Background: an optimization exercise with open tools, aiming at small area, a short achievable clock period and few clock cycles. Do not read the settings as production practice.
At most, simulation tests tie the RTL to the original design; equivalence was not proved.
Function not checked in run 3: the RTL went through the layout flow alone.
No activity file was given, so power comes from the tool's default toggle rates.

[design/flow/flow/run.sh]
#!/bin/bash
# The standard layout (standard.sh), with port buffers of buf_4 cells and
# timing repair aiming for 6 ns of setup slack instead of 5. All output
# goes to standard.log here; ORFS's own per-step logs are under orfs/logs.
set -e
bash standard.sh SETUP_SLACK_MARGIN=6 \
    "BUFFER_PORTS_ARGS=-buffer_cell sky130_fd_sc_hd__buf_4" finish \
    > standard.log 2>&1
[design/flow/standard.sh]
#!/bin/bash
# synth_recipe.tcl (not shown) runs the flow's synth.tcl, then flattens the netlist and writes it again
# the make line also repeats each setting of config.mk as NAME=value (left out here)
make -C /OpenROAD-flow-scripts/flow DESIGN_CONFIG=/design/flow/config.mk WORK_HOME=/design/flow/orfs CLKGATE_MAP_FILE= SYNTH_SCRIPT=/design/flow/synth_recipe.tcl "${@:-finish}"
[design/flow/config.mk]
export PLATFORM = sky130hd
export DESIGN_NAME = cfe_rx
export DESIGN_NICKNAME = cfe_rx
export VERILOG_FILES = /design/flow/design.v
export SDC_FILE = /design/flow/constraint.sdc
export NUM_CORES = 4
export LEC_CHECK = 0
export CAP_MARGIN = 20
export CORE_MARGIN = 2
export CORE_UTILIZATION = 60
export CTS_CLUSTER_DIAMETER = 70
export CTS_CLUSTER_SIZE = 30
export SETUP_SLACK_MARGIN = 5
export SLEW_MARGIN = 20
[design/flow/constraint.sdc]
create_clock -name core_clock -period 9.0 [get_ports {clk}]
set_input_delay 1.8000 -clock core_clock [delete_from_list [all_inputs] [get_ports {clk}]]
set_output_delay 1.8000 -clock core_clock [all_outputs]
set_load 0.01 [all_outputs]
[design/flow/design.v]
module cfe_rx (
    input  wire       clk,
    input  wire       rst,
    input  wire       in_valid,
    input  wire [7:0] in_data,
    output wire       in_ready,
    output wire       out_valid,
    output wire [7:0] out_data,
    output wire       out_last,
    input  wire       clr_ovf,
    output reg        ovf,
    output wire       idle
);
    localparam [7:0] START = 8'h05;
    localparam [7:0] END   = 8'h04;
    localparam [1:0] S_EMPTY = 2'd0;   
    localparam [1:0] S_OPEN  = 2'd1;   
    localparam [1:0] S_END   = 2'd2;   
    localparam [1:0] E_SCAN  = 2'd0;   
    localparam [1:0] E_BODY  = 2'd1;   
    localparam [1:0] E_BCC   = 2'd2;   
    localparam integer FD = 18;        
    reg [7:0] r [0:127];
    reg [6:0] T;                       
    reg       oq;                      
    reg       lq;                      
    reg [6:0] dlt;                     
    reg [7:0] ib;                      
    reg       ib_proc;                 
    reg       ib_wr;                   
    reg [7:0] ib2;                     
    reg       ib2_wr;
    reg [7:0] nxt;                     
    reg [7:0] P;                       
    reg [1:0] st;
    reg [7:0] A;                       
    reg [7:0] acc0;                    
    reg       v1, v2;                  
    reg [7:0] a1, a2;
    reg       unt;                     
    reg [FD-1:0] fq;                   
    reg [4:0]    fcnt;                 
    reg          pop_d;                
    wire         fhead = pop_d ? fq[1] : fq[0];
    reg [7:0] O;                       
    reg [1:0] es;
    reg       ov, ol;
    reg       ir;                      
    reg       idl;
    assign in_ready  = ir;
    assign idle      = idl;
    assign out_valid = ov;
    assign out_last  = ol;
    assign out_data  = r[127];
    wire take = in_valid && ir;
    integer k;
    always @(posedge clk) begin
        r[0] <= ib2_wr ? ib2 : r[127];
        for (k = 1; k < 128; k = k + 1)
            r[k] <= r[k-1];
    end
    wire [7:0] x      = ib;
    wire       x_st   = x == START;
    wire       x_en   = x == END;
    wire [7:0] acc0x  = acc0 ^ x;
    wire [7:0] a1x    = a1 ^ x;
    wire [7:0] a2x    = a2 ^ x;
    reg [1:0] n_st;
    reg [7:0] n_A, n_acc0, n_a1, n_a2, n_P;
    reg       n_v1, n_v2, n_unt;
    reg       rep;                     
    reg [1:0] npush;                   
    reg       pwin;                    
    reg       set_ovf;
    reg       l_v1, l_v2, l_unt;
    reg [7:0] l_a1, l_a2;
    wire ovfc = P[6:0] + 7'd1 == A[6:0];   
    wire might_rep = ib_proc && ((st == S_END && unt) ||
                                 (st == S_OPEN && ovfc && (v1 || x_st)));
    always @* begin
        n_st = st; n_A = A; n_acc0 = acc0;
        n_v1 = v1; n_v2 = v2; n_a1 = a1; n_a2 = a2; n_unt = unt;
        n_P = P;
        rep = 1'b0; npush = 2'd0; pwin = 1'b0; set_ovf = 1'b0;
        l_v1 = v1; l_v2 = v2; l_unt = unt; l_a1 = a1x; l_a2 = a2x;
        if (x_st) begin
            if (!v1) begin
                l_v1 = 1'b1; l_a1 = x;
            end else if (!v2) begin
                l_v2 = 1'b1; l_a2 = x;
            end else begin
                l_unt = 1'b1;
            end
        end
        if (ib_proc) begin
            n_P = P + 8'd1;
            case (st)
                S_EMPTY: begin
                    if (x_st) begin
                        n_st = S_OPEN; n_A = P; n_acc0 = x;
                    end
                end
                S_OPEN: begin
                    n_acc0 = acc0x;
                    n_v1 = l_v1; n_a1 = l_a1;
                    n_v2 = l_v2; n_a2 = l_a2;
                    n_unt = l_unt;
                    if (x_en) n_st = S_END;
                    if (ovfc) begin
                        set_ovf = 1'b1;
                        npush = 2'd1; pwin = 1'b0;
                        if (l_v1) rep = 1'b1;
                        else      n_st = S_EMPTY;
                    end
                end
                default: begin  
                    n_st = S_EMPTY; n_v1 = 1'b0; n_v2 = 1'b0; n_unt = 1'b0;
                    if (x == acc0) begin
                        npush = 2'd1; pwin = 1'b1;
                    end else if (v1 && x == a1) begin
                        npush = 2'd2; pwin = 1'b1;
                    end else if (v2 && x == a2) begin
                        npush = 2'd3; pwin = 1'b1;
                    end else if (unt) begin
                        npush = 2'd1; pwin = 1'b0; rep = 1'b1;
                    end else begin
                        npush = 2'd1 + {1'b0, v1} + {1'b0, v2};
                        pwin = 1'b0;
                        if (x_st) begin
                            n_st = S_OPEN; n_A = P; n_acc0 = x;
                        end
                    end
                end
            endcase
            if (rep) begin
                n_st = S_EMPTY; n_v1 = 1'b0; n_v2 = 1'b0; n_unt = 1'b0;
                n_P = A + 8'd1;
            end
        end
    end
    wire [7:0] rep_u = A + 8'd1;
    wire [7:0] F     = (st != S_EMPTY) ? A : P;     
    wire [7:0] y     = r[126];                        
    wire       em_go = oq && (O != F);
    reg        pop;
    reg        n_ov, n_ol;
    reg [1:0]  n_es;
    always @* begin
        pop = 1'b0; n_ov = 1'b0; n_ol = 1'b0; n_es = es;
        if (em_go) begin
            case (es)
                E_SCAN: begin
                    if (y == START) begin
                        pop = 1'b1;
                        if (fhead) begin
                            n_ov = 1'b1; n_es = E_BODY;
                        end
                    end
                end
                E_BODY: begin
                    n_ov = 1'b1;
                    if (y == END) n_es = E_BCC;
                end
                default: begin
                    n_ov = 1'b1; n_ol = 1'b1; n_es = E_SCAN;
                end
            endcase
        end
    end
    wire [4:0]    fs   = fcnt - {4'd0, pop_d};
    wire [FD-1:0] fq_p = pop_d ? {1'b0, fq[FD-1:1]} : fq;
    wire          wr1  = ib_proc && pwin;
    wire          n1   = npush == 2'd1;
    wire          n2   = npush == 2'd2;
    wire          n3   = npush == 2'd3;
    wire          n0   = npush == 2'd0;
    reg  [FD-1:0] fdec;
    reg  [FD-1:0] fq_n;
    integer j;
    always @* begin
        for (j = 0; j < FD; j = j + 1)
            fdec[j] = fs == j;
        for (j = 0; j < FD; j = j + 1)
            fq_n[j] = fq_p[j] | (wr1 &&
                      ((n1 && fdec[j]) || (n2 && j >= 1 && fdec[j-1]) ||
                       (n3 && j >= 2 && fdec[j-2])));
    end
    wire [4:0] fs1  = fs + 5'd1;
    wire [4:0] fs2  = fs + 5'd2;
    wire [4:0] fs3  = fs + 5'd3;
    wire [4:0] fc_n = ({5{n0}} & fs) | ({5{n1}} & fs1) |
                      ({5{n2}} & fs2) | ({5{n3}} & fs3);
    wire fle6 = fcnt <= FD - 6;
    wire fle7 = fcnt <= FD - 7;
    wire fle8 = fcnt <= FD - 8;
    wire fle9 = fcnt <= FD - 9;
    wire       rep_go = ib_proc && rep;
    wire [7:0] R      = P + {7'd0, ib_proc};
    wire       r_eq   = R == nxt;
    wire       ld_nom = !r_eq && lq && fle6;
    wire [7:0] nxt1   = nxt + 8'd1;
    wire [6:0] T3     = T + 7'd3;
    wire       al2    = dlt == 7'd2;
    wire       al3    = dlt == 7'd3;
    wire       n_lq   = rep_go ? T3 == rep_u[6:0] :
                        (ld_nom && !take) || T3 == R[6:0];
    wire       mp_end = ib_proc && st == S_END;
    wire       mp_ovf = ib_proc && st == S_OPEN && ovfc;
    wire       f_ok   = mp_end ? (v2 ? fle9 : v1 ? fle8 : fle7) :
                        mp_ovf ? fle7 : fle6;
    wire       ir_ok  = !might_rep && f_ok;
    wire       ir_t   = al2 && r_eq && ir_ok;
    wire       ir_nt  = al3 && (r_eq || (ld_nom && R + 8'd1 == nxt)) && ir_ok;
    wire       pr_t   = !rep_go && r_eq;
    wire       pr_nt  = ld_nom && !rep_go;
    always @(posedge clk) begin
        ib2 <= ib;
        ib  <= ir ? in_data : r[125];    
        A <= n_A; acc0 <= n_acc0;
        a1 <= n_a1; a2 <= n_a2;
    end
    always @(posedge clk) begin
        if (rst) begin
            T <= 7'd0; oq <= 1'b0; lq <= 1'b0; dlt <= 7'd2;
            nxt <= 8'd2; P <= 8'd2; O <= 8'd2;
            st <= S_EMPTY; v1 <= 1'b0; v2 <= 1'b0; unt <= 1'b0;
            fq <= {FD{1'b0}}; fcnt <= 5'd0; pop_d <= 1'b0;
            es <= E_SCAN; ov <= 1'b0; ol <= 1'b0;
            ir <= 1'b1; idl <= 1'b1;
            ib_proc <= 1'b0; ib_wr <= 1'b0; ib2_wr <= 1'b0;
            ovf <= 1'b0;
        end else begin
            T <= T + 7'd1;
            oq <= em_go || (T + 7'd2 == O[6:0]);
            lq <= n_lq;
            dlt <= take ? dlt : dlt - 7'd1;
            st <= n_st;
            v1 <= n_v1; v2 <= n_v2; unt <= n_unt;
            P <= n_P;
            fq <= fq_n; fcnt <= fc_n; pop_d <= pop;
            es <= n_es; ov <= n_ov; ol <= n_ol;
            O <= em_go ? O + 8'd1 : O;
            if (clr_ovf) ovf <= 1'b0;
            if (ib_proc && set_ovf) ovf <= 1'b1;
            ib2_wr  <= ib_wr;
            ib_wr   <= take;
            ib_proc <= ir ? in_valid && pr_t : pr_nt;
            nxt     <= take ? nxt1 : nxt;
            ir  <= take ? ir_t : ir_nt;
            idl <= !take && !ib_proc && r_eq && (O == F);
        end
    end
endmodule
==> results of run 1 <==
area by class of cell:
cell class	instances	area [um^2]	share of cell area
Clock inverter	10	198.9	0.006487
Inverter	27	105.1	0.003427
Multi-Input combinational cell	669	4697	0.1532
Sequential cell	1151	23380	0.7623
Tap cell	607	759.5	0.02476
Timing Repair Buffer	35	275.3	0.008976
Clock buffer	54	1255	0.04092
power groups by stage:
stage	sequential, mW	combinational, mW	clock (mW)
after floorplan	5.31	0.235	0
after global placement	5.35	0.291	0
after detailed placement	5.35	0.291	0
after CTS	5.23	0.305	2.62
after global routing	5.24	0.341	2.80
final	5.22	0.309	2.54
path summary, 6_finish.rpt:
kind | from | to | slack [ns] | cells past startpoint
max | r[127][0]$_DFF_P_ | out_data[0] | 6.06 | 1
min | r[39][0]$_DFF_P_ | r[40][0]$_DFF_P_ | 0.30 | 0
max reg2reg | P[4]$_SDFFE_PP0P_ | idl$_SDFF_PP1_ | 6.11 | 5
min reg2reg | r[39][0]$_DFF_P_ | r[40][0]$_DFF_P_ | 0.30 | 0
per-layer routing:
| layer | track usage | wire length [um] |
|---|---|---|
| met1 | 0.2676 | 21740 |
| met2 | 0.2332 | 16200 |
| met3 | 0.03134 | 1519 |
| met4 | 0.04958 | 858 |
| met5 | 0 | 25 |
registers in the layout, summed over array words and instances (netlist names), 2 cells and up:
name  count
r      1024
es        2
P         8
O         8
a1        8
nxt       8
ib2       8
fq       18
A         8
ib        8
fcnt      5
a2        8
T         7
acc0      8
dlt       7
st        2
repair_timing:
item | in CTS | in global routing
setup endpoints to repair | 38 | 55
pin swaps | 2 | 2
cloned | 0 | 0
hold endpoints to repair | 0 | 0
gates resized for setup | 19 | 17
buffers inserted | 3 | 4
per-stage QoR:
step                      worst slack, ns  instance area, um^2  power, mW  hold slack (ns)  instances
after floorplan                     6.041                28270      5.547           0.3096       1901
after global placement              4.846                29020      5.636           0.3102       2482
after detailed placement            4.781                29020      5.637           0.3121       2482
after CTS                           5.946                30570      8.154           0.3091       2549
after global routing                5.933                30670      8.376           0.3000       2553
final                               6.059                30670      8.079           0.3034       2553
layout by cell type (no fill, tap or decap), drive strengths merged, types with 8 or more instances in the layout:
master	netlist	final
ha	25	25
nor2	90	90
edfxtp	32	32
xnor2	75	75
nor3	25	25
mux2i	29	29
xor2	43	43
nor4	19	19
buf	11	35
mux2	23	23
inv	27	32
nand3	32	32
a21oi	37	37
nand4	10	10
clkbuf	43	54
o21ai	41	41
or3	8	8
and3	13	13
dfxtp	1119	1119
nand2	76	76
a31oi	18	18
cell families (layout without fill, tap and decap cells):
logic type | after synthesis | in the layout | synth area share
compound gates | 153 | 153 | 0.03684
xor+xnor | 120 | 120 | 0.03816
fa+ha+maj | 25 | 25 | 0.01107
buf+inv | 81 | 126 | 0.01142
flops | 1151 | 1151 | 0.8266
mux | 52 | 52 | 0.01944
simple gates | 319 | 319 | 0.05645
worst register-to-register path: stages, from the launching register on:
cell and delay [ns]:
dfxtp_1 0.67, or3b_1 0.42, and3_1 0.17, or4_4 0.53, or4_1 0.63, o41ai_2 0.36
==> reports/results.tsv, run 1 <==
metric	value	unit
status	timing/DRC/antenna clean	
clk_latency	0.62	ns
globalRouteOverflowTotal	0	
ir_worst_vdd	235.8	uV
cts_hold_buf	0	
crit_path_start_kind	register	
seq_power_share	0.647	
antenna_found_initial	3	
synthMostInstantiatedCell	dfxtp_1	
syn_area	28260	um^2
crit_chain	buf_4	
worstPathArrival	1.14	ns
final-hold-violation-count	0	
yosysWarningCount	5	
wl_per_cell	15.80	um
synth-edff-count	32	
yosys.area.top_type	dfxtp_1	
grt_max_degree	74	
critPathKind	reg -> out	
required	7.20	ns
start_util	0.6071	
period_share	0.3268	
cpPeakStageDelay	0.40	ns
synthDistinctLibCells	76	
cts.path.max_buffers	3	
fin_crit	2.941	ns
leakagePower	11.82	nW
slowest_stage	dfxtp_1	
syn_area_per_cell	14.87	um^2
power.internal	6.370	mW
final.fill_count	3306	
tightest_slew	0.7504	ns
drc	0	
grt_setup_unrepaired	yes	
clkPwrFrac	0.315	
fp.dieArea	48860	um^2
io_buffers	24	
p_per_area	263.4	nW/um^2
core	46560	um^2
cts_sinks	1151	
switchingPower	1.709	mW
htreeDepth	2	
syn_to_final_growth	8.513	%
final_util	0.6587	
critPathTopFamily	flip-flops	
cts_buffers	48	
drive_gt1_frac	0.08119	
via_count	12398	
die_h	221.0	um
drtIter0Drc	654	
gp_congestion	0.8067	
viasPerCell	4.856	
clkTransAtPathRegs	0.11	ns
synth.area.top_cells	dfxtp_1, edfxtp_1, xnor2_1	
ant_nets	0	
grt_pass1_wl	66520	um
ys_async_sr_fraction	0	
ios	25	
yosysTopAreaCellShare	0.7926	
timing.fmax	340.0	MHz
cp-end-kind	output port	
hp-class	reg -> reg	
maxCapViolations	0	
cts-root-buf	clkbuf_16	
synth_nets	1938	
diodes	0	
path_buf_inv	1	
maxSlewViolCount	0	
grt_pass1_vias	12137	
die_width	221.0	um
drt-pass1-iter-count	7	
worst_clock_skew	0.03193	ns
synthCells	1901	
setup-violations-final	0	
switching_share	0.2115	
pwr-share-comb	0.038	
synth_common_cells	dfxtp_1, nor2_1, nand2_1	
synth_seq_cells	1151	
wirelength	40340	um
yosysSeqAreaShare	0.8266	
cts_tree	built	
maxSlewHeadroom	0.4959	
dp_hpwl	24070	um
fin_setup_tns	0	ns
rows	79	
grt.total_usage	0.1682	
ys.flop_type	dfxtp_1	
cp_max_fo	2	
fin_nets	1969	
Testbench counts, summed over its fixed seeds: cycles 49,783.
==> run 2, diff against run 1 <==
--- a/design/flow/config.mk
+++ b/design/flow/config.mk
@@ -8,5 +8,5 @@
 export CAP_MARGIN = 20
 export CORE_MARGIN = 2
-export CORE_UTILIZATION = 60
+export CORE_UTILIZATION = 50
 export CTS_CLUSTER_DIAMETER = 70
 export CTS_CLUSTER_SIZE = 30
==> reports/results.tsv, run 2 <==
metric	value	unit	change
status	timing/DRC/antenna clean		
largest_reg_flops	1024		unchanged
via_count	12457		+0.48%
final_common_cell	dfxtp_1		
synth-edff-count	32		unchanged
yosys.area.top_type	dfxtp_1		
syn_area	28260	um^2	unchanged
wl_per_cell	14.83	um	-6.2%
grt_pass1_vias	12321		+1.5%
grt_setup_unrepaired	yes		
fin_setup_tns	0	ns	unchanged
cpPeakStageDelay	0.38	ns	-0.02 ns
clk_latency	0.63	ns	about the same
drc	0		unchanged
cp_max_fo	2		unchanged
gp_congestion	0.8092		+0.31%
reg_top3	r x1024, fq x18		
dp_hpwl	23990	um	-0.34%
min-delay-start	r[115][3]$_DFF_P_		
period_share	0.3252		-0.001592
largest_register	r		
diodes	0		unchanged
critPathKind	reg -> out		
ir_worst_vdd	246.4	uV	+4.5%
synthCells	1901		unchanged
mostFrequentLayoutCells	dfxtp_1, nor2_1, nand2_1		
cp-end-kind	output port		
critPathTopFamily	flip-flops		
place_inst	2629		+5.9%
synthMostInstantiatedCell	dfxtp_1		
cts_buffers	49		+2.1%
fin_crit	2.927	ns	-0.01433 ns
path_buf_inv	1		unchanged
htreeDepth	2		unchanged
yosysSeqAreaShare	0.8266		unchanged
hp-class	reg -> reg		
maxSlewHeadroom	0.4707		-0.02524
p_per_area	261.3	nW/um^2	-0.79%
fp.dieArea	58440	um^2	+20%
worst_clock_skew	0.03881	ns	+0.006880 ns
clkTransAtPathRegs	0.10	ns	about the same
synth.area.top_cells	dfxtp_1, edfxtp_1, xnor2_1		
crit_path_start_kind	register		
globalRouteOverflowTotal	0		unchanged
yosysWarningCount	5		unchanged
drt-pass1-iter-count	7		unchanged
hold_slack	0.3027	ns	-0.0007560 ns
worstPathArrival	1.13	ns	about the same
ios	25		unchanged
ys_async_sr_fraction	0		unchanged
die_width	241.8	um	+9.4%
cts_tree	built		
hold_end	r[116][3]$_DFF_P_		
core	56170	um^2	+21%
antenna_found_initial	1		-2
rr_startpoint	pop_d$_SDFF_PP0_		
drtIter0Drc	639		-2.3%
timing.fmax	341.7	MHz	+0.49%
maxSlewViolCount	0		unchanged
reg2reg_slack	6.13	ns	+0.02 ns
grt_pass1_wl	66560	um	about the same
viasPerCell	4.597		-5.3%
final-hold-violation-count	0		unchanged
reg2regPathDepth	10		+5
cts-root-buf	clkbuf_16		
crit_chain	buf_4		
cts_sinks	1151		unchanged
ant_nets	0		unchanged
syn_area_per_cell	14.87	um^2	unchanged
final_util	0.5504		-0.1084
critical_path_depth	1		unchanged
grt_max_degree	74		unchanged
final_cells	2710		+6.1%
start_util	0.5032		-0.1039
cts.path.max_buffers	3		unchanged
leakagePower	11.83	nW	about the same
grt.total_usage	0.1400		-0.02824
wirelength	40180	um	-0.39%
io_buffers	24		unchanged
syn_to_final_growth	9.381	%	
final.fill_count	4569		+38%
synth_seq_cells	1151		unchanged
synthDistinctLibCells	76		unchanged
regToRegEndpoint	fq[17]$_SDFF_PP0_		
rows	87		+10%
drive_gt1_frac	0.08854		+0.007344
required	7.20	ns	about the same
tightest_slew	0.7883	ns	+0.03796 ns
setup-violations-final	0		unchanged
finalPower	8.079	mW	about the same
ys.flop_type	dfxtp_1		
maxCapViolations	0		unchanged
synth_common_cells	dfxtp_1, nor2_1, nand2_1		
synth_nets	1938		unchanged
hold_depth	0		unchanged
die_h	241.8	um	+9.4%
slowest_stage	dfxtp_2		
yosysTopAreaCellShare	0.7926		unchanged
fin_nets	1974		+0.25%
==> run 2: cell count changes in the layout (fill, tap and decap cells not counted), moves of 3 or more <==
cell,delta
clkinv_8,+4
dfxtp_2,+3
buf_4,+4
dfxtp_1,-4
inv_6,+4
inv_16,-3
==> run 2: where the power goes <==
part	leakage (nW)	internal, mW	switching (mW)	total, mW
registers	9.32	5.17	0.0523	5.23
logic	1.80	0.132	0.185	0.316
clock network	0.703	1.07	1.47	2.54
==> run 2: worst max-delay path by stage <==
stage | slack [ns] | to | start
finish | 6.07 | out_data[0] | r[127][0]$_DFF_P_
global route | 5.91 | ir$_SDFF_PP1_ | P[0]$_SDFFE_PP0P_
detailed placement | 4.74 | fq[10]$_SDFF_PP0_ | rst
global placement | 4.79 | fq[6]$_SDFF_PP0_ | rst
CTS | 5.88 | ir$_SDFF_PP1_ | ib_proc$_SDFF_PP0_
floorplan | 6.04 | fq[10]$_SDFF_PP0_ | rst
==> run 2: repair_timing <==
action / in CTS / in global routing
pin swaps: 2 / 3
cloned: 0 / 0
hold buffers: 0 / 0
endpoints found under the setup margin: 50 / 52
resized for setup: 24 / 21
buffers inserted: 6 / 7
==> run 2: area by class of cell <==
class / instances / area (um^2) / area share
Tap cell: 756 / 945.9 / 0.03060
Inverter: 27 / 105.1 / 0.003400
Sequential cell: 1151 / 23380 / 0.7565
Timing Repair Buffer: 39 / 305.3 / 0.009876
Clock buffer: 55 / 1270 / 0.04108
Multi-Input combinational cell: 669 / 4718 / 0.1526
Clock inverter: 13 / 183.9 / 0.005950
==> run 2: kinds of logic (layout without fill, tap and decap cells) <==
group | after synthesis | count (layout) | synth area share
flip-flops | 1151 | 1151 | 0.8266
adder cells (fa/ha/maj) | 25 | 25 | 0.01107
AND/OR/NAND/NOR | 319 | 319 | 0.05645
XOR/XNOR | 120 | 120 | 0.03816
multiplexers | 52 | 52 | 0.01944
buffers and inverters | 81 | 134 | 0.01142
AO/OA/AOI/OAI | 153 | 153 | 0.03684
==> run 2: per-stage QoR <==
step / cell area, um^2 / worst slack (ns)
3_5_place_dp: 29190 / 4.737
3_3_place_gp: 29190 / 4.792
2_1_floorplan: 28270 / 6.041
6_report: 30910 / 6.073
4_1_cts: 30800 / 5.882
5_1_grt: 30910 / 5.915
==> run 2: per-layer routing <==
layer / vias to the layer above / global-route usage / wire length (um)
li1: 6281 / - / -
met4: 2 / 0.04720 / 1165
met3: 74 / 0.02730 / 1450
met2: 163 / 0.1997 / 16210
met1: 5937 / 0.2128 / 21340
met5: - / 0 / 13
==> run 3, diff against run 2 <==
--- a/design/flow/design.v
+++ b/design/flow/design.v
@@ -20,5 +20,5 @@
     localparam [1:0] E_BODY  = 2'd1;   
     localparam [1:0] E_BCC   = 2'd2;   
-    localparam integer FD = 18;        
+    localparam integer FD = 15;        
     reg [7:0] r [0:127];
     reg [6:0] T;                       
@@ -191,12 +191,16 @@
     wire [4:0] fc_n = ({5{n0}} & fs) | ({5{n1}} & fs1) |
                       ({5{n2}} & fs2) | ({5{n3}} & fs3);
+    wire fle3 = fcnt <= FD - 3;
+    wire fle4 = fcnt <= FD - 4;
+    wire fle5 = fcnt <= FD - 5;
     wire fle6 = fcnt <= FD - 6;
-    wire fle7 = fcnt <= FD - 7;
-    wire fle8 = fcnt <= FD - 8;
-    wire fle9 = fcnt <= FD - 9;
+    wire       mp_end = ib_proc && st == S_END;
+    wire       mp_ovf = ib_proc && st == S_OPEN && ovfc;
+    wire       f_ok   = mp_end ? (v2 ? fle6 : v1 ? fle5 : fle4) :
+                        mp_ovf ? fle4 : fle3;
     wire       rep_go = ib_proc && rep;
     wire [7:0] R      = P + {7'd0, ib_proc};
     wire       r_eq   = R == nxt;
-    wire       ld_nom = !r_eq && lq && fle6;
+    wire       ld_nom = !r_eq && lq && f_ok;
     wire [7:0] nxt1   = nxt + 8'd1;
     wire [6:0] T3     = T + 7'd3;
@@ -205,8 +209,4 @@
     wire       n_lq   = rep_go ? T3 == rep_u[6:0] :
                         (ld_nom && !take) || T3 == R[6:0];
-    wire       mp_end = ib_proc && st == S_END;
-    wire       mp_ovf = ib_proc && st == S_OPEN && ovfc;
-    wire       f_ok   = mp_end ? (v2 ? fle9 : v1 ? fle8 : fle7) :
-                        mp_ovf ? fle7 : fle6;
     wire       ir_ok  = !might_rep && f_ok;
     wire       ir_t   = al2 && r_eq && ir_ok;
==> reports/results.tsv, run 3 <==
metric	value	unit	change
tightest_slew	0.7818	ns	-0.006559 ns
synth.area.top_cells	dfxtp_1, edfxtp_1, xnor2_1		
syn_area	28210	um^2	-0.18%
ys.flop_type	dfxtp_1		
setup-violations-final	0		unchanged
ant_nets	0		unchanged
die_width	241.5	um	about the same
reg_top3	r x1024, fq x15		
yosys.area.top_type	dfxtp_1		
final-hold-violation-count	0		unchanged
fp.dieArea	58340	um^2	-0.18%
place_inst	2587		-1.6%
worstPathArrival	3.44	ns	+2.31 ns
cts-root-buf	clkbuf_16		
largest_reg_flops	1024		unchanged
start_util	0.5032		about the same
core	56060	um^2	-0.19%
dp_hpwl	22040	um	-8.1%
final_util	0.5480		-0.002368
grt.total_usage	0.1318		-0.008188
synth_nets	1895		-2.2%
via_count	12227		-1.8%
ys_async_sr_fraction	0		unchanged
postLayoutCellArea	30720	um^2	-0.62%
fin_nets	1927		-2.4%
placed_cell_area	29070	um^2	-0.41%
grt_setup_unrepaired	yes		
viasPerCell	4.593		about the same
drtIter0Drc	596		-6.7%
syn_area_per_cell	15.18	um^2	+2.1%
reg2regPathDepth	9		-1
timing.fmax	340.6	MHz	-0.30%
worst_clock_skew	0.03642	ns	-0.002393 ns
crit_path_start_kind	register		
finalPower	7.934	mW	-1.8%
wl_per_cell	14.16	um	-4.5%
status	timing/DRC/antenna clean		
yosysWarningCount	5		unchanged
maxCapViolations	0		unchanged
cts_hold_buf	0		unchanged
hold_depth	0		unchanged
rows	87		unchanged
fin_crit	2.936	ns	+0.008810 ns
leakagePower	11.86	nW	+0.20%
antenna_found_initial	0		-1
hold_slack	0.3060	ns	+0.003324 ns
rr_startpoint	P[0]$_SDFFE_PP0P_		
wirelength	37690	um	-6.2%
cts.path.max_buffers	3		unchanged
mostFrequentLayoutCells	dfxtp_1, nor2_1, xnor2_1		
yosysTopAreaCellShare	0.7919		about the same
period_share	0.3262		+0.0009789
grt_pass1_vias	12152		-1.4%
reg2reg_slack	6.06	ns	-0.07 ns
cp_max_fo	10		+8
fin_setup_tns	0	ns	unchanged
synth_common_cells	dfxtp_1, nor2_1, xnor2_1		
cts_buffers	48		-2.0%
preCtsSetupSlack	5.329	ns	+0.5921 ns
ios	25		unchanged
largest_register	r		
drive_gt1_frac	0.08185		-0.006690
synth_seq_cells	1148		-0.26%
synthDistinctLibCells	78		+2.6%
yosysSeqAreaShare	0.8260		about the same
die_h	241.5	um	about the same
maxSlewViolCount	0		unchanged
globalRouteOverflowTotal	0		unchanged
drc	0		unchanged
drt-pass1-iter-count	5		-2
io_buffers	24		unchanged
diodes	0		unchanged
crit_start	P[0]$_SDFFE_PP0P_		
hp-class	reg -> reg		
synth-edff-count	32		unchanged
synthMostInstantiatedCell	dfxtp_1		
ir_worst_vdd	188.0	uV	-24%
gp_congestion	0.7985		-1.3%
grt_max_degree	74		unchanged
regToRegEndpoint	ir$_SDFF_PP1_		
critPathKind	reg -> reg		
final.fill_count	4549		-0.44%
p_per_area	258.3	nW/um^2	-1.2%
synthCells	1859		-2.2%
hold_end	r[115][2]$_DFF_P_		
grt_pass1_wl	63590	um	-4.5%
cts_tree	built		
cp-end-kind	register		
min-delay-start	r[114][2]$_DFF_P_		
final_common_cell	dfxtp_1		
htreeDepth	2		unchanged
final_cells	2662		-1.8%
required	9.50	ns	+2.30 ns
clkTransAtPathRegs	0.11	ns	about the same
syn_to_final_growth	8.897	%	
finalWorstSetupSlack	6.064	ns	-0.008810 ns
maxSlewHeadroom	0.4748		+0.004139
cts_sinks	1148		-0.26%
clk_latency	0.63	ns	about the same
run 3: cell count changes after synthesis, sizes merged, moves of 5 or more:
cell and delta:
nand2 -19, buf +17, clkbuf -17, a31oi -13
a21oi -11, o21ai -10, xnor2 -9, nand4 +8
nand3 -7, a21o -6, a221o +6, a21boi +5
nor4 -5
run 3: final cells by class:
type	instances	area [um^2]	share of cell area
Sequential cell	1148	23320	0.7592
Multi-Input combinational cell	630	4574	0.1489
Clock buffer	55	1269	0.04130
Tap cell	756	945.9	0.03079
Timing Repair Buffer	36	286.5	0.009327
Clock inverter	10	221.5	0.007209
Inverter	27	101.3	0.003299
run 3: power by group:
| part | internal (mW) | switching, mW |
|---|---|---|
| Combinational | 0.0858 | 0.101 |
| Clock | 1.06 | 1.48 |
| Sequential | 5.16 | 0.0457 |
run 3: worst max-delay path, cell delays in order (launching register included):
cell      delay, ns
dfxtp_4        0.43
ha_2           0.27
ha_4           0.19
nand3_2        0.15
xnor2_4        0.22
or3_4          0.45
or3b_2         0.45
a221oi_1       0.27
o21ai_0        0.12
o311ai_1       0.26
run 3: kinds of logic after synthesis:
| logic type | Yosys count | synth area share |
|---|---|---|
| simple gates | 307 | 0.05846 |
| compound gates | 133 | 0.03375 |
| xor+xnor | 116 | 0.03881 |
| buf+inv | 81 | 0.01353 |
| flops | 1148 | 0.8260 |
| fa+ha+maj | 24 | 0.01064 |
| mux | 50 | 0.01881 |
run 3: timing repair:
action | in CTS | in global routing
resized for setup | 9 | 15
endpoints found under the setup margin | 37 | 37
setup buffers | 6 | 4
pin swaps | 2 | 1
gates cloned | 0 | 0
run 3: routing by layer:
metal / global-route usage / share of wire / vias up
li1: - / - / 6161
met1: 0.1995 / 0.53 / 5829
met2: 0.1877 / 0.40 / 169
met3: 0.02642 / 0.042 / 68
met4: 0.04531 / 0.025 / 0
met5: 0 / 0 / -
run 3: worst max path at each step:
stage / cells after the start / end / slack, ns
2_1_floorplan: 5 / fq[6]$_SDFF_PP0_ / 6.05
3_3_place_gp: 5 / fcnt[4]$_SDFF_PP0_ / 5.32
3_5_place_dp: 5 / fcnt[4]$_SDFF_PP0_ / 5.33
4_1_cts: 9 / ir$_SDFF_PP1_ / 5.71
5_1_grt: 9 / ir$_SDFF_PP1_ / 5.95
6_report: 9 / ir$_SDFF_PP1_ / 6.06
==> run 4, diff against run 3 <==
--- a/design/flow/design.v
+++ b/design/flow/design.v
@@ -24,5 +24,4 @@
     reg [6:0] T;                       
     reg       oq;                      
-    reg       lq;                      
     reg [6:0] dlt;                     
     reg [7:0] ib;                      
@@ -202,11 +201,8 @@
     wire [7:0] R      = P + {7'd0, ib_proc};
     wire       r_eq   = R == nxt;
-    wire       ld_nom = !r_eq && lq && f_ok;
+    wire       ld_nom = !r_eq && (T + 7'd2 == R[6:0]) && f_ok;
     wire [7:0] nxt1   = nxt + 8'd1;
-    wire [6:0] T3     = T + 7'd3;
     wire       al2    = dlt == 7'd2;
     wire       al3    = dlt == 7'd3;
-    wire       n_lq   = rep_go ? T3 == rep_u[6:0] :
-                        (ld_nom && !take) || T3 == R[6:0];
     wire       ir_ok  = !might_rep && f_ok;
     wire       ir_t   = al2 && r_eq && ir_ok;
@@ -222,5 +218,5 @@
     always @(posedge clk) begin
         if (rst) begin
-            T <= 7'd0; oq <= 1'b0; lq <= 1'b0; dlt <= 7'd2;
+            T <= 7'd0; oq <= 1'b0; dlt <= 7'd2;
             nxt <= 8'd2; P <= 8'd2; O <= 8'd2;
             st <= S_EMPTY; v1 <= 1'b0; v2 <= 1'b0; unt <= 1'b0;
@@ -233,5 +229,4 @@
             T <= T + 7'd1;
             oq <= em_go || (T + 7'd2 == O[6:0]);
-            lq <= n_lq;
             dlt <= take ? dlt : dlt - 7'd1;
             st <= n_st;
--- a/design/flow/config.mk
+++ b/design/flow/config.mk
@@ -10,5 +10,5 @@
 export CORE_UTILIZATION = 50
 export CTS_CLUSTER_DIAMETER = 70
-export CTS_CLUSTER_SIZE = 30
+export CTS_CLUSTER_SIZE = 36
 export SETUP_SLACK_MARGIN = 5
 export SLEW_MARGIN = 20
==> reports/results.tsv, run 4 <==
metric	value	unit	change
synth_seq_cells	1147		-0.087%
critPathKind	reg -> reg		
clk_latency	0.64	ns	about the same
status	timing/DRC/antenna clean		
setup-violations-final	0		unchanged
final.fill_count	4398		-3.3%
clkTransAtPathRegs	0.12	ns	about the same
fin_crit	3.124	ns	+0.1884 ns
synthCells	1855		-0.22%
final_common_cell	dfxtp_1		
mostFrequentLayoutCells	dfxtp_1, nor2_1, xnor2_1		
wirelength	38950	um	+3.4%
postLayoutCellArea	30880	um^2	+0.51%
synthDistinctLibCells	83		+6.4%
ant_nets	0		unchanged
dp_hpwl	22870	um	+3.7%
gp_congestion	0.8253		+3.4%
grt_pass1_vias	12167		+0.12%
ios	25		unchanged
cp_max_fo	4		-6
cts_tree	built		
start_util	0.5070		+0.003756
tightest_slew	1.076	ns	+0.2939 ns
synth-edff-count	32		unchanged
synth_common_cells	dfxtp_1, nor2_1, xnor2_1		
io_buffers	24		unchanged
rows	86		-1.1%
yosysSeqAreaShare	0.8319		+0.005932
core	55200	um^2	-1.5%
drt-pass1-iter-count	5		unchanged
syn_to_final_growth	10.33	%	
via_count	12305		+0.64%
grt_pass1_wl	64610	um	+1.6%
syn_area	27990	um^2	-0.80%
fin_nets	1935		+0.42%
hold_slack	0.3030	ns	-0.002944 ns
grt.total_usage	0.1401		+0.008304
drive_gt1_frac	0.1008		+0.01898
cts-root-buf	clkbuf_16		
wl_per_cell	14.58	um	+3.0%
drc	0		unchanged
yosysWarningCount	5		unchanged
hp-class	reg -> reg		
yosysTopAreaCellShare	0.7976		+0.005658
maxSlewViolCount	0		unchanged
globalRouteOverflowTotal	0		unchanged
synth.area.top_cells	dfxtp_1, edfxtp_1, xnor2_1		
grt_max_degree	74		unchanged
die_width	240.6	um	-0.39%
fin_setup_tns	0	ns	unchanged
placed_cell_area	28960	um^2	-0.40%
synth_nets	1889		-0.32%
synthMostInstantiatedCell	dfxtp_1		
cp-end-kind	register		
final_cells	2672		+0.38%
cts_buffers	46		-4.2%
timing.fmax	320.1	MHz	-6.0%
yosys.area.top_type	dfxtp_1		
min-delay-start	r[29][6]$_DFF_P_		
diodes	0		unchanged
crit_path_start_kind	register		
ys.flop_type	dfxtp_1		
viasPerCell	4.605		+0.26%
cts.path.max_buffers	3		unchanged
ys_async_sr_fraction	0		unchanged
worstPathArrival	3.67	ns	+0.23 ns
reg_top3	r x1024, fq x15		
die_h	240.6	um	-0.39%
ir_worst_vdd	202.3	uV	+7.6%
htreeDepth	2		unchanged
largest_register	r		
p_per_area	268.0	nW/um^2	+3.8%
maxCapViolations	0		unchanged
largest_reg_flops	1024		unchanged
antenna_found_initial	1		+1
final-hold-violation-count	0		unchanged
leakagePower	11.86	nW	about the same
period_share	0.3471		+0.02093
syn_area_per_cell	15.09	um^2	-0.58%
place_inst	2583		-0.15%
cts_sinks	1147		-0.087%
drtIter0Drc	723		+21%
required	9.55	ns	+0.05 ns
rr_startpoint	A[5]$_DFFE_PP_		
grt_setup_unrepaired	yes		
crit_start	A[5]$_DFFE_PP_		
fp.dieArea	57880	um^2	-0.79%
maxSlewHeadroom	0.2644		-0.2104
worst_clock_skew	0.04028	ns	+0.003859 ns
finalPower	8.275	mW	+4.3%
[run 4: cell count changes after synthesis, sizes merged, moves of 6 or more]
cell / before / now
xor2: 46 / 30
a21oi: 26 / 41
buf: 28 / 15
a31oi: 5 / 16
clkbuf: 26 / 35
o21ai: 31 / 40
a2111oi: 1 / 9
a221o: 7 / 0
nor4: 14 / 8
[run 4: where the power goes]
part           leakage [nW]  switching, mW  internal [mW]
clock                 0.766           1.59           1.07
combinational          1.80          0.200          0.165
sequential             9.30         0.0660           5.18
[run 4: worst max-delay path, cell delays in order (launching register included)]
cell and delay, ns:
edfxtp_1 0.47, xnor2_2 0.18, or4_1 0.43, o21a_1 0.17, a2111oi_4 0.44, a32oi_4 0.13
mux2_4 0.37, ha_4 0.17, and3_4 0.18, xnor2_1 0.12, mux2_2 0.27, a21oi_1 0.11
[run 4: cell families (layout without fill, tap and decap cells)]
group,Yosys count,in the layout,synth area share
simple gates,299,299,0.05370
xor+xnor,101,101,0.03416
compound gates,170,170,0.04323
buf+inv,75,144,0.01145
mux,41,41,0.01569
flops,1147,1147,0.8319
fa+ha+maj,22,22,0.009836
[run 4: through the flow]
step / utilization / setup slack (ns)
finish: 0.5593 / 5.876
detailed placement: 0.5245 / 5.179
floorplan: - / 5.967
global route: 0.5593 / 5.740
global placement: 0.5245 / 5.221
CTS: 0.5581 / 5.889
[run 4: what timing repair did]
item	in CTS	in global routing
buffers inserted	18	0
hold buffers	0	0
resized for setup	31	16
pin swaps	7	2
setup endpoints to repair	54	21
[run 4: layer usage]
metal	vias up	part of all wire	global-route usage
li1	6167	-	-
met1	5882	0.51	0.2066
met2	174	0.42	0.2037
met3	82	0.041	0.02505
met4	0	0.033	0.05854
met5	-	0	0
[run 4: area by class of cell]
cell class,instances,area (um^2),share of cell area
inverter,25,93.84,0.003039
clock buffer,52,1184,0.03834
tap,748,935.9,0.03031
sequential,1147,23320,0.7554
multi-input combinational,633,4518,0.1463
timing repair buffer,48,366.6,0.01187
clock inverter,19,455.4,0.01475
[run 4: path summary, 6_finish.rpt]
| path | endpoint | slack (ns) | cells after the start |
|---|---|---|---|
| min | r[30][6]$_DFF_P_ | 0.30 | 0 |
| max | P[4]$_SDFFE_PP0P_ | 5.88 | 11 |
| max reg2reg | P[4]$_SDFFE_PP0P_ | 5.88 | 11 |
| min reg2reg | r[30][6]$_DFF_P_ | 0.30 | 0 |
Testbench counts of run 4, summed over its fixed seeds: cycles 49,783.
==> run 5, diff against run 4 <==
--- a/design/flow/config.mk
+++ b/design/flow/config.mk
@@ -10,5 +10,5 @@
 export CORE_UTILIZATION = 50
 export CTS_CLUSTER_DIAMETER = 70
-export CTS_CLUSTER_SIZE = 36
+export CTS_CLUSTER_SIZE = 30
 export SETUP_SLACK_MARGIN = 5
 export SLEW_MARGIN = 20
==> reports/results.tsv, run 5 <==
metric	value	unit	change
synth-edff-count	32		unchanged
path_buf_inv	0		unchanged
reg2reg_slack	5.86	ns	-0.02 ns
syn_area_per_cell	15.09	um^2	unchanged
yosysTopAreaCellShare	0.7976		unchanged
slowest_stage	edfxtp_1		
final.fill_count	4406		+0.18%
diodes	0		unchanged
via_count	12399		+0.76%
required	9.55	ns	about the same
ys.flop_type	dfxtp_1		
hold_end	r[13][5]$_DFF_P_		
worstPathArrival	3.69	ns	+0.02 ns
maxSlewHeadroom	0.3146		+0.05026
fp.dieArea	57880	um^2	unchanged
maxSlewViolCount	0		unchanged
synthDistinctLibCells	83		unchanged
yosysWarningCount	5		unchanged
status	timing/DRC/antenna clean		
ios	25		unchanged
htreeDepth	2		unchanged
largest_reg_flops	1024		unchanged
syn_to_final_growth	10.03	%	
min-delay-start	r[12][5]$_DFF_P_		
hold_slack	0.3197	ns	+0.01663 ns
wl_per_cell	14.59	um	about the same
grt_pass1_wl	64670	um	about the same
viasPerCell	4.639		+0.73%
grt_max_degree	74		unchanged
gp_congestion	0.8253		unchanged
syn_area	27990	um^2	unchanged
cts_tree	built		
drc	0		unchanged
cpPeakStageDelay	0.47	ns	about the same
antenna_found_initial	1		unchanged
setup-violations-final	0		unchanged
die_width	240.6	um	unchanged
fin_crit	3.145	ns	+0.02078 ns
reg2regPathDepth	11		unchanged
synthMostInstantiatedCell	dfxtp_1		
cts_sinks	1147		unchanged
cts.path.max_buffers	3		unchanged
crit_path_start_kind	register		
grt_pass1_vias	12216		+0.40%
grt.total_usage	0.1403		+0.0002408
drive_gt1_frac	0.1034		+0.002545
cp-end-kind	register		
largest_register	r		
synth_common_cells	dfxtp_1, nor2_1, xnor2_1		
tightest_slew	1.002	ns	-0.07349 ns
cp_max_fo	4		unchanged
ir_worst_vdd	201.8	uV	-0.23%
cts_buffers	50		+8.7%
reg_top3	r x1024, fq x15		
core	55200	um^2	unchanged
regToRegEndpoint	P[4]$_SDFFE_PP0P_		
hold_depth	0		unchanged
grt_setup_unrepaired	yes		
drtIter0Drc	708		-2.1%
hp-class	reg -> reg		
synth_seq_cells	1147		unchanged
critPathTopFamily	compound AO/OA/AOI/OAI gates		
die_h	240.6	um	unchanged
timing.fmax	318.0	MHz	-0.66%
p_per_area	267.5	nW/um^2	-0.20%
place_inst	2583		unchanged
clkTransAtPathRegs	0.10	ns	-0.02 ns
critPathKind	reg -> reg		
ys_async_sr_fraction	0		unchanged
final_common_cell	dfxtp_1		
final-hold-violation-count	0		unchanged
start_util	0.5070		unchanged
cts_hold_buf	0		unchanged
ant_nets	0		unchanged
yosysSeqAreaShare	0.8319		unchanged
synth.area.top_cells	dfxtp_1, edfxtp_1, xnor2_1		
cts-root-buf	clkbuf_16		
period_share	0.3494		+0.002309
synthCells	1855		unchanged
mostFrequentLayoutCells	dfxtp_1, nor2_1, xnor2_1		
synth_nets	1889		unchanged
clk_latency	0.65	ns	about the same
fin_setup_tns	0	ns	unchanged
rr_startpoint	A[5]$_DFFE_PP_		
worst_clock_skew	0.03665	ns	-0.003634 ns
rows	86		unchanged
final_util	0.5578		-0.001519
fin_nets	1941		+0.31%
io_buffers	24		unchanged
final_cells	2673		+0.037%
dp_hpwl	22870	um	unchanged
drt-pass1-iter-count	5		unchanged
leakagePower	11.84	nW	-0.15%
maxCapViolations	0		unchanged
yosys.area.top_type	dfxtp_1		
crit_chain	xnor2_2 -> or4_1 -> o21a_1 -> a2111oi_4 -> a32oi_4 -> mux2_4 -> ha_4 -> and3_4 -> xnor2_1 -> mux2_2 -> a21oi_1		
globalRouteOverflowTotal	0		unchanged
wirelength	39000	um	+0.12%
-- run 5: cell count changes in the layout (fill, tap and decap cells not counted), sizes merged --
| cell | change |
|---|---|
| clkbuf | +1 |
| inv | +5 |
| clkinvlp | +2 |
| bufinv | -1 |
| buf | +3 |
| clkinv | -9 |
-- run 5: kinds of logic (layout without fill, tap and decap cells) --
logic type / after synthesis / after routing / synth area share
fa+ha+maj: 22 / 22 / 0.009836
compound gates: 170 / 170 / 0.04323
simple gates: 299 / 299 / 0.05370
xor+xnor: 101 / 101 / 0.03416
buf+inv: 75 / 145 / 0.01145
mux: 41 / 41 / 0.01569
flops: 1147 / 1147 / 0.8319
-- run 5: how the worst max path moves through the flow --
stage	from	to	slack, ns	cells past startpoint
floorplan	A[5]$_DFFE_PP_	P[4]$_SDFFE_PP0P_	5.97	11
global placement	rst	fq[2]$_SDFF_PP0_	5.22	6
detailed placement	st[0]$_SDFFE_PP0P_	fq[1]$_SDFF_PP0_	5.18	7
CTS	A[5]$_DFFE_PP_	P[4]$_SDFFE_PP0P_	5.89	11
global route	A[5]$_DFFE_PP_	P[4]$_SDFFE_PP0P_	5.74	11
finish	A[5]$_DFFE_PP_	P[4]$_SDFFE_PP0P_	5.86	11
-- run 5: metrics by stage --
stage	setup WS (ns)	area, um^2	power, mW
finish	5.855	30790	8.236
global route	5.740	30790	8.566
CTS	5.887	30740	8.328
detailed placement	5.179	28960	5.692
global placement	5.221	28960	5.689
floorplan	5.967	28020	5.598
-- run 5: repair_timing --
| item | CTS | global route |
|---|---|---|
| setup endpoints to repair | 54 | 22 |
| setup buffers | 17 | 3 |
| pin swaps | 7 | 2 |
| resized for setup | 32 | 12 |
-- run 5: routing by layer --
| layer | wire (um) | vias up | global-route usage |
|---|---|---|---|
| met5 | 0 | - | 0 |
| met4 | 1130 | 0 | 0.05007 |
| met3 | 1818 | 78 | 0.03134 |
| met2 | 16350 | 200 | 0.2069 |
| met1 | 19700 | 5935 | 0.2038 |
| li1 | - | 6186 | - |
-- run 5: where the power goes --
part	switching (mW)	leakage, nW	internal [mW]
Sequential	0.0640	9.30	5.18
Clock	1.55	0.748	1.08
Combinational	0.200	1.80	0.165
Total	1.81	11.8	6.43
-- run 5: layout make-up --
class                   instances  area (um^2)  share of cell area
clock buffers                  54         1266             0.04112
clock inverters                16        296.5            0.009630
well taps                     748        935.9             0.03039
repair buffers                 50        395.4             0.01284
inverters                      25        97.59            0.003169
flip-flops and latches       1147        23320              0.7575
multi-input cells             633         4477              0.1454
==> run 6, diff against run 5 <==
==> design/flow/flow/run.sh (replaced) <==
#!/bin/bash
# The standard layout (standard.sh), with port buffers of buf_4 cells and
# timing repair aiming for 5.8 ns of setup slack instead of 5. All output
# goes to standard.log here; ORFS's own per-step logs are under orfs/logs.
set -e
bash standard.sh SETUP_SLACK_MARGIN=5.8 \
    "BUFFER_PORTS_ARGS=-buffer_cell sky130_fd_sc_hd__buf_4" finish \
    > standard.log 2>&1
==> reports/results.tsv, run 6 <==
metric	value	unit	change
status	timing/DRC/antenna clean		
htreeDepth	2		unchanged
worstPathArrival	3.72	ns	+0.03 ns
final-hold-violation-count	0		unchanged
reg_top3	r x1024, fq x15		
syn_area	27990	um^2	unchanged
synthCells	1855		unchanged
fin_nets	1936		-0.26%
synth_common_cells	dfxtp_1, nor2_1, xnor2_1		
worst_clock_skew	0.02531	ns	-0.01133 ns
grt_pass1_vias	12222		+0.049%
wirelength	38670	um	-0.83%
synth-edff-count	32		unchanged
dp_hpwl	22570	um	-1.3%
synth_top_family_by_area	simple AND/OR/NAND/NOR gates		
ys.flop_type	dfxtp_1		
synth_nets	1889		unchanged
period_share	0.3528		+0.003336
core	55200	um^2	unchanged
start_util	0.5070		unchanged
gr-usage-met1	0.1948		-0.009057
wl_per_cell	14.49	um	-0.68%
leakagePower	11.86	nW	+0.14%
busiest_layer	met2		
synthDistinctLibCells	83		unchanged
grtUsageMet2	0.2064		-0.0005240
finalWorstSetupSlack	5.825	ns	-0.03002 ns
p_per_area	269.6	nW/um^2	+0.78%
grtUsageMet3	0.03008		-0.001258
drt-pass1-iter-count	5		unchanged
min-delay-start	r[105][0]$_DFF_P_		
synth_xor_xnor_area_share	0.03416		unchanged
yosys.area.top_type	dfxtp_1		
ant_nets	0		unchanged
fp.dieArea	57880	um^2	unchanged
drive_gt1_frac	0.09891		-0.004470
preCtsSetupSlack	5.075	ns	-0.1039 ns
rr_startpoint	A[5]$_DFFE_PP_		
cp_max_fo	5		+1
multi_input_area	4502	um^2	+0.56%
yosys.area_share.simple	0.05370		unchanged
grt_setup_unrepaired	yes		
cp-end-kind	register		
syn_to_final_growth	10.15	%	
crit_start	A[5]$_DFFE_PP_		
largest_register	r		
final_common_cell	dfxtp_1		
fin_crit	3.175	ns	+0.03002 ns
drc	0		unchanged
cts.path.max_buffers	3		unchanged
critPathKind	reg -> reg		
maxCapViolations	0		unchanged
grt.total_usage	0.1375		-0.002816
timing.fmax	315.0	MHz	-0.95%
cts_sinks	1147		unchanged
cts_tree	built		
ios	25		unchanged
via_count	12285		-0.92%
synth_mux_area_frac	0.01569		unchanged
largest_reg_flops	1024		unchanged
rows	86		unchanged
grt_pass1_wl	63880	um	-1.2%
clk_latency	0.62	ns	-0.03 ns
io_buffers	24		unchanged
antenna_found_initial	2		+1
synth-adder-area-share	0.009836		unchanged
diodes	0		unchanged
synth.area.top_cells	dfxtp_1, edfxtp_1, xnor2_1		
reg2reg_slack	5.83	ns	-0.03 ns
synth_compound_area_frac	0.04323		unchanged
syn_area_per_cell	15.09	um^2	unchanged
required	9.54	ns	about the same
final.fill_count	4434		+0.64%
cts-root-buf	clkbuf_16		
globalRouteOverflowTotal	0		unchanged
die_h	240.6	um	unchanged
yosysWarningCount	5		unchanged
yosysTopAreaCellShare	0.7976		unchanged
gp_congestion	0.8152		-1.2%
viasPerCell	4.603		-0.77%
grt_max_degree	74		unchanged
regArea	23310	um^2	about the same
ys_async_sr_fraction	0		unchanged
maxSlewHeadroom	0.2630		-0.05163
ir_worst_vdd	175.3	uV	-13%
crit_path_start_kind	register		
synth_seq_cells	1147		unchanged
clkTransAtPathRegs	0.10	ns	about the same
mostFrequentLayoutCells	dfxtp_1, nor2_1, xnor2_1		
fin_setup_tns	0	ns	unchanged
cts_buffers	50		unchanged
tightest_slew	1.095	ns	+0.09326 ns
die_width	240.6	um	unchanged
hp-class	reg -> reg		
synthMostInstantiatedCell	dfxtp_1		
final_util	0.5585		+0.0006350
cts_hold_buf	0		unchanged
setup-violations-final	0		unchanged
maxSlewViolCount	0		unchanged
yosysSeqAreaShare	0.8319		unchanged
drtIter0Drc	666		-5.9%
[run 6: layer usage]
metal | share of wire | vias to the layer above
li1 | - | 6190
met4 | 0.028 | 4
met2 | 0.42 | 161
met3 | 0.045 | 83
met1 | 0.51 | 5847
met5 | 0.00057 | -
[run 6: cells by family after synthesis]
kind of cell             Yosys count
flip-flops                      1147
adder cells (fa/ha/maj)           22
XOR/XNOR                         101
buffers and inverters             75
multiplexers                      41
AO/OA/AOI/OAI                    170
AND/OR/NAND/NOR                  299
[run 6: stage by stage]
stage	cell area, um^2	cells	hold WS [ns]	power (mW)
2_1_floorplan	27990	1855	0.3096	5.593
3_3_place_gp	28910	2581	0.3098	5.687
3_5_place_dp	28910	2581	0.3121	5.691
4_1_cts	30690	2661	0.3264	8.393
5_1_grt	30830	2669	0.3313	8.644
6_report	30830	2669	0.3257	8.310
[run 6: critical path, cell delays in order (launching register included)]
cell,delay [ns]
edfxtp_1,0.44
xnor2_2,0.17
buf_4,0.15
or4_4,0.42
o21a_4,0.14
a2111oi_4,0.43
a32oi_4,0.14
mux2_4,0.37
ha_4,0.17
and3_4,0.18
xnor2_1,0.11
mux2_4,0.28
a21oi_2,0.11
[run 6: layout make-up]
cell class / instances / area share
clock buffer: 54 / 0.04176
multi-input combinational: 633 / 0.1460
timing repair buffer: 45 / 0.01108
clock inverter: 17 / 0.01157
inverter: 25 / 0.003044
tap: 748 / 0.03036
sequential: 1147 / 0.7561
[run 6: timing repair]
item,4_1_cts,5_1_grt
resized for setup,25,17
cloned,0,0
setup endpoints to repair,35,21
buffers inserted,9,8
pin swaps,5,9
[run 6: final timing paths]
kind / end / depth (start not counted)
hold reg to reg: r[106][0]$_DFF_P_ / 0
hold / removal: r[106][0]$_DFF_P_ / 0
setup reg to reg: P[4]$_SDFFE_PP0P_ / 12
setup / recovery: P[4]$_SDFFE_PP0P_ / 12
[run 6: power breakdown]
part	switching (mW)	leakage (nW)	total [mW]	internal [mW]
clock network	1.51	0.792	2.71	1.20
registers	0.0783	9.29	5.26	5.18
logic	0.185	1.78	0.343	0.158
==> run 7, diff against run 6 <==
--- a/design/flow/design.v
+++ b/design/flow/design.v
@@ -66,5 +66,5 @@
     wire [7:0] a2x    = a2 ^ x;
     reg [1:0] n_st;
-    reg [7:0] n_A, n_acc0, n_a1, n_a2, n_P;
+    reg [7:0] n_A, n_acc0, n_a1, n_a2;
     reg       n_v1, n_v2, n_unt;
     reg       rep;                     
@@ -80,5 +80,4 @@
         n_st = st; n_A = A; n_acc0 = acc0;
         n_v1 = v1; n_v2 = v2; n_a1 = a1; n_a2 = a2; n_unt = unt;
-        n_P = P;
         rep = 1'b0; npush = 2'd0; pwin = 1'b0; set_ovf = 1'b0;
         l_v1 = v1; l_v2 = v2; l_unt = unt; l_a1 = a1x; l_a2 = a2x;
@@ -93,5 +92,4 @@
         end
         if (ib_proc) begin
-            n_P = P + 8'd1;
             case (st)
                 S_EMPTY: begin
@@ -134,9 +132,12 @@
             if (rep) begin
                 n_st = S_EMPTY; n_v1 = 1'b0; n_v2 = 1'b0; n_unt = 1'b0;
-                n_P = A + 8'd1;
             end
         end
     end
-    wire [7:0] rep_u = A + 8'd1;
+    wire [7:0] P1    = P + 8'd1;
+    wire [7:0] A1    = A + 8'd1;
+    wire       rp    = ib_proc && rep;
+    wire [7:0] n_P   = ({8{rp}} & A1) | ({8{ib_proc && !rep}} & P1) |
+                       ({8{!ib_proc}} & P);
     wire [7:0] F     = (st != S_EMPTY) ? A : P;     
     wire [7:0] y     = r[126];                        
==> design/flow/flow/run.sh (replaced) <==
#!/bin/bash
# The standard layout (standard.sh), with port buffers of buf_4 cells and
# timing repair aiming for 6 ns of setup slack instead of 5. All output
# goes to standard.log here; ORFS's own per-step logs are under orfs/logs.
set -e
bash standard.sh SETUP_SLACK_MARGIN=6 \
    "BUFFER_PORTS_ARGS=-buffer_cell sky130_fd_sc_hd__buf_4" finish \
    > standard.log 2>&1
--- a/design/flow/config.mk
+++ b/design/flow/config.mk
@@ -6,4 +6,5 @@
 export NUM_CORES = 4
 export LEC_CHECK = 0
+export ABC_AREA = 1
 export CAP_MARGIN = 20
 export CORE_MARGIN = 2
==> reports/results.tsv, run 7 <==
metric	value	unit	change
status	timing/DRC/antenna clean		
final-hold-violation-count	0		unchanged
globalRouteOverflowTotal	0		unchanged
min-delay-start	r[118][1]$_DFF_P_		
clk_latency	0.63	ns	about the same
wirelength	40220	um	+4.0%
hp-class	reg -> reg		
drive_gt1_frac	0.06781		-0.03109
largest_reg_flops	1024		unchanged
drc	0		unchanged
maxSlewHeadroom	0.4103		+0.1473
tightest_slew	0.8807	ns	-0.2147 ns
drtIter0Drc	685		+2.9%
htreeDepth	2		unchanged
mostFrequentLayoutCells	dfxtp_1, nand2_1, inv_1		
timing.fmax	339.0	MHz	+7.6%
fin_crit	2.950	ns	-0.2253 ns
synth.area.top_cells	dfxtp_1, nand2_1, edfxtp_1		
rows	87		+1.2%
diodes	0		unchanged
ir_worst_vdd	207.3	uV	+18%
worst_clock_skew	0.03065	ns	+0.005336 ns
cp-end-kind	output port		
gp_congestion	0.7960		-2.4%
syn_area_per_cell	13.12	um^2	-13%
drt-pass1-iter-count	5		unchanged
rr_startpoint	P[3]$_SDFF_PP0_		
critPathTopFamily	flip-flops		
synth_common_cells	dfxtp_1, nand2_1, inv_1		
antenna_found_initial	0		-2
ys_async_sr_fraction	0		unchanged
cp_max_fo	2		-3
p_per_area	265.7	nW/um^2	-1.4%
critPathKind	reg -> out		
final_common_cell	dfxtp_1		
io_buffers	24		unchanged
reg_top3	r x1024, fq x15		
worstPathArrival	1.15	ns	-2.57 ns
grt_setup_unrepaired	no		
clkTransAtPathRegs	0.10	ns	about the same
viasPerCell	4.459		-3.1%
yosysTopAreaCellShare	0.7914		-0.006192
ant_nets	0		unchanged
maxCapViolations	0		unchanged
synth-edff-count	32		unchanged
synthDistinctLibCells	49		-41%
period_share	0.3277		-0.02503
syn_to_final_growth	9.409	%	
fp.dieArea	58320	um^2	+0.77%
final_util	0.5505		-0.008005
cts_buffers	51		+2.0%
path_buf_inv	1		unchanged
largest_register	r		
dp_hpwl	24230	um	+7.3%
crit_path_start_kind	register		
required	7.20	ns	-2.34 ns
synth_nets	2184		+16%
cts_sinks	1147		unchanged
core	56060	um^2	+1.6%
fin_setup_tns	0	ns	unchanged
via_count	13234		+7.7%
setup-violations-final	0		unchanged
ys.flop_type	dfxtp_1		
cts.path.max_buffers	3		unchanged
slowest_stage	dfxtp_4		
wl_per_cell	13.55	um	-6.5%
start_util	0.5031		-0.003868
synthCells	2149		+16%
yosys.area.top_type	dfxtp_1		
cts-root-buf	clkbuf_16		
cpPeakStageDelay	0.38	ns	-0.06 ns
crit_chain	buf_4		
synthMostInstantiatedCell	dfxtp_1		
fin_nets	2228		+15%
grt_max_degree	36		-51%
ios	25		unchanged
synth_seq_cells	1147		unchanged
grt_pass1_wl	66740	um	+4.5%
die_h	241.5	um	+0.38%
syn_area	28200	um^2	+0.78%
cts_tree	built		
yosysWarningCount	5		unchanged
grt_pass1_vias	12940		+5.9%
die_width	241.5	um	+0.38%
crit_start	ir$_SDFF_PP1_		
grt.total_usage	0.1390		+0.001475
yosysSeqAreaShare	0.8255		-0.006459
leakagePower	12.60	nW	+6.3%
maxSlewViolCount	0		unchanged
final.fill_count	4623		+4.3%
[run 7: layout make-up]
cell class	instances	area, um^2	share of cell area
timing repair buffer	29	217.7	0.007055
inverter	146	551.8	0.01788
clock inverter	16	314.1	0.01018
sequential	1147	23300	0.7550
multi-input combinational	818	4205	0.1363
clock buffer	56	1326	0.04298
tap	756	945.9	0.03065
[run 7: final timing paths]
kind                            slack (ns)  depth (start not counted)                 end
worst min register to register        0.31                          0   r[119][1]$_DFF_P_
worst max register to register        6.31                         13  fcnt[2]$_SDFF_PP0_
worst max-delay path                  6.05                          1            in_ready
worst min-delay path                  0.31                          0   r[119][1]$_DFF_P_
[run 7: report_power, final]
group | leakage (nW) | switching, mW | internal, mW | total, mW
clock network | 0.788 | 1.56 | 1.13 | 2.69
registers | 9.28 | 0.0537 | 5.16 | 5.22
logic | 2.54 | 0.190 | 0.106 | 0.296
[run 7: worst reg2reg max path: stages (launching register included)]
cell and delay [ns]:
dfxtp_1 0.58, inv_1 0.21, o21ai_1 0.20, nand2_1 0.11, nand2_1 0.07, nand3_1 0.10
nor2_2 0.25, nand3_4 0.31, nand2_8 0.25, nor2_1 0.12, nand2_1 0.10, o21ai_0 0.09
nor2_1 0.14, nor2_1 0.05
[run 7: per-stage QoR]
step / worst slack (ns) / total power, mW / cells / hold slack (ns) / instance area, um^2
after floorplan: 6.167 / 5.527 / 2149 / 0.3096 / 28200
after global placement: 5.814 / 5.614 / 2892 / 0.3101 / 29150
after detailed placement: 5.837 / 5.618 / 2892 / 0.3121 / 29150
after CTS: 6.000 / 8.294 / 2967 / 0.3161 / 30820
after global routing: 6.003 / 8.537 / 2968 / 0.3134 / 30860
final: 6.050 / 8.199 / 2968 / 0.3078 / 30860
[run 7: repair_timing]
item	in CTS	in global routing
setup buffers	3	0
pin swaps	0	2
endpoints found under the setup margin	5	21
gates resized for setup	6	7
hold buffers	0	0
cloned	0	1
[run 7: per-layer routing]
layer  up-vias  routed length [um]  track usage
li1       6801                   -            -
met1      6174               21340       0.2078
met2       181               16290       0.2027
met3        78                1496      0.02431
met4         0                1095      0.04987
met5         -                   0            0
[run 7: logic make-up after synthesis]
group / count (synthesis) / synth area share
AO/OA/AOI/OAI: 124 / 0.02342
XOR/XNOR: 49 / 0.01522
adder cells (fa/ha/maj): 23 / 0.01020
buffers and inverters: 185 / 0.02657
flip-flops: 1147 / 0.8255
multiplexers: 11 / 0.004259
AND/OR/NAND/NOR: 610 / 0.09485
Testbench counts of run 7, summed over its fixed seeds: cycles 49,783.
==> run 8, diff against run 7 <==
--- a/design/flow/config.mk
+++ b/design/flow/config.mk
@@ -6,5 +6,4 @@
 export NUM_CORES = 4
 export LEC_CHECK = 0
-export ABC_AREA = 1
 export CAP_MARGIN = 20
 export CORE_MARGIN = 2
==> reports/results.tsv, run 8 <==
metric	value	unit	change
status	timing/DRC/antenna clean		
reg_top3	r x1024, fq x15		
fin_setup_tns	0	ns	unchanged
wirelength	38710	um	-3.8%
cp_max_fo	2		unchanged
reg2reg_slack	6.19	ns	-0.12 ns
yosysSeqAreaShare	0.8341		+0.008622
hp-class	reg -> reg		
ios	25		unchanged
cts-root-buf	clkbuf_16		
finalWorstSetupSlack	6.069	ns	+0.01855 ns
mostFrequentLayoutCells	dfxtp_1, nor2_1, nand2_1		
leakagePower	11.73	nW	-6.9%
required	7.20	ns	about the same
yosys.area.top_type	dfxtp_1		
grt_pass1_wl	65000	um	-2.6%
cts_hold_buf	0		unchanged
ant_nets	0		unchanged
gp_congestion	0.8132		+2.2%
drt-pass1-iter-count	5		unchanged
core	55090	um^2	-1.7%
synth.area.top_cells	dfxtp_1, edfxtp_1, xnor2_1		
period_share	0.3257		-0.002061
globalRouteOverflowTotal	0		unchanged
worstPathArrival	1.13	ns	-0.02 ns
final_common_cell	dfxtp_1		
grt.total_usage	0.1400		+0.001063
clk_latency	0.63	ns	about the same
syn_area_per_cell	15.10	um^2	+15%
rows	86		-1.1%
syn_area	27910	um^2	-1.0%
viasPerCell	4.620		+3.6%
min-delay-start	r[119][5]$_DFF_P_		
ir_worst_vdd	220.4	uV	+6.3%
clkTransAtPathRegs	0.10	ns	about the same
cts.path.max_buffers	3		unchanged
drtIter0Drc	565		-18%
htreeDepth	2		unchanged
tightest_slew	0.8502	ns	-0.03043 ns
hold_depth	0		unchanged
die_width	240.3	um	-0.51%
fp.dieArea	57730	um^2	-1.0%
drc	0		unchanged
final-hold-violation-count	0		unchanged
preCtsSetupSlack	5.040	ns	-0.7968 ns
yosysWarningCount	5		unchanged
cp-end-kind	output port		
via_count	12281		-7.2%
synthDistinctLibCells	88		+80%
fin_nets	1927		-14%
synth_nets	1884		-14%
regToRegEndpoint	fq[9]$_SDFF_PP0_		
worst_clock_skew	0.02942	ns	-0.001234 ns
synthMostInstantiatedCell	dfxtp_1		
ys.flop_type	dfxtp_1		
hold_end	r[120][5]$_DFF_P_		
hold_slack	0.3036	ns	-0.004256 ns
synth_seq_cells	1147		unchanged
grt_pass1_vias	12359		-4.5%
finalPower	8.240	mW	+0.50%
synthCells	1849		-14%
cpPeakStageDelay	0.39	ns	about the same
grt_max_degree	66		+83%
diodes	0		unchanged
dp_hpwl	22560	um	-6.9%
critPathTopFamily	flip-flops		
fin_crit	2.931	ns	-0.01855 ns
ys_async_sr_fraction	0		unchanged
syn_to_final_growth	9.691	%	
reg2regPathDepth	7		-6
synth-edff-count	32		unchanged
## run 8: cell count changes in the layout (fill, tap and decap cells not counted), sizes merged, moves of 14 or more
| cell | change |
|---|---|
| a21oi | -19 |
| inv | -127 |
| nand2 | -268 |
| nand3 | -68 |
| nor2 | -35 |
| nor4 | +16 |
| o21ai | -19 |
| or3 | +14 |
| xnor2 | +40 |
## run 8: how the worst max path moves through the flow
stage                       from                end  slack (ns)  cells past startpoint
2_1_floorplan      ib[5]$_DFF_P_     A[0]$_DFFE_PP_        6.07                      7
3_3_place_gp                 rst   fq[4]$_SDFF_PP0_        5.08                      5
3_5_place_dp                 rst  fq[11]$_SDFF_PP0_        5.04                      5
4_1_cts            ib[7]$_DFF_P_     A[3]$_DFFE_PP_        6.00                      7
5_1_grt        r[127][7]$_DFF_P_        out_data[7]        6.01                      1
6_report       r[127][3]$_DFF_P_        out_data[3]        6.07                      1
## run 8: logic make-up after synthesis
logic type                 count (synthesis)  synth area share
xor gates and xnor gates                 100           0.03268
and+or+nand+nor                          318           0.05984
DFF                                     1147            0.8341
adders and majority gates                 24           0.01067
buffers and inverters                     69           0.01067
muxes                                     33           0.01260
AOI/OAI and AO/OA                        158           0.03945
## run 8: routing by layer
metal / wire length [um] / vias to the layer above / part of all wire / track usage
met5: 0 / - / 0 / 0
met4: 1189 / 0 / 0.031 / 0.05966
met3: 1403 / 79 / 0.036 / 0.02514
met2: 16180 / 150 / 0.42 / 0.2058
met1: 19940 / 5873 / 0.52 / 0.2038
li1: - / 6179 / - / -
## run 8: layout make-up
cell class	instances	area, um^2
Fill cell	4540	24470
Sequential cell	1147	23300
Multi-Input combinational cell	633	4497
Clock buffer	60	1350
Tap cell	748	935.9
Timing Repair Buffer	40	311.5
Clock inverter	10	137.6
Inverter	20	82.58
## run 8: through the flow
step / cells / util / instance area (um^2)
2_1_floorplan: 1849 / - / 27910
3_3_place_gp: 2575 / 0.5233 / 28830
3_5_place_dp: 2575 / 0.5233 / 28830
4_1_cts: 2650 / 0.5527 / 30450
5_1_grt: 2658 / 0.5558 / 30620
6_report: 2658 / 0.5558 / 30620
## run 8: repair_timing
item,CTS,global route
pin swaps,0,4
setup endpoints to repair,41,43
gates resized for setup,25,27
setup buffers,5,8
## run 8: power by group
part | internal (mW) | leakage, nW | total (mW) | switching (mW)
logic | 0.169 | 1.71 | 0.410 | 0.241
registers | 5.19 | 9.29 | 5.26 | 0.0767
clock network | 1.10 | 0.729 | 2.57 | 1.47
total | 6.45 | 11.7 | 8.24 | 1.79

Re-timed with assumed drivers on the ports (clkbuf_16 on the clock, buf_2 on other inputs), run 8 has 6.017 ns of setup slack against 6.069 ns with ideal ports, and 5.646 ns once port delays also move by the mid clock arrival of 0.665 ns.
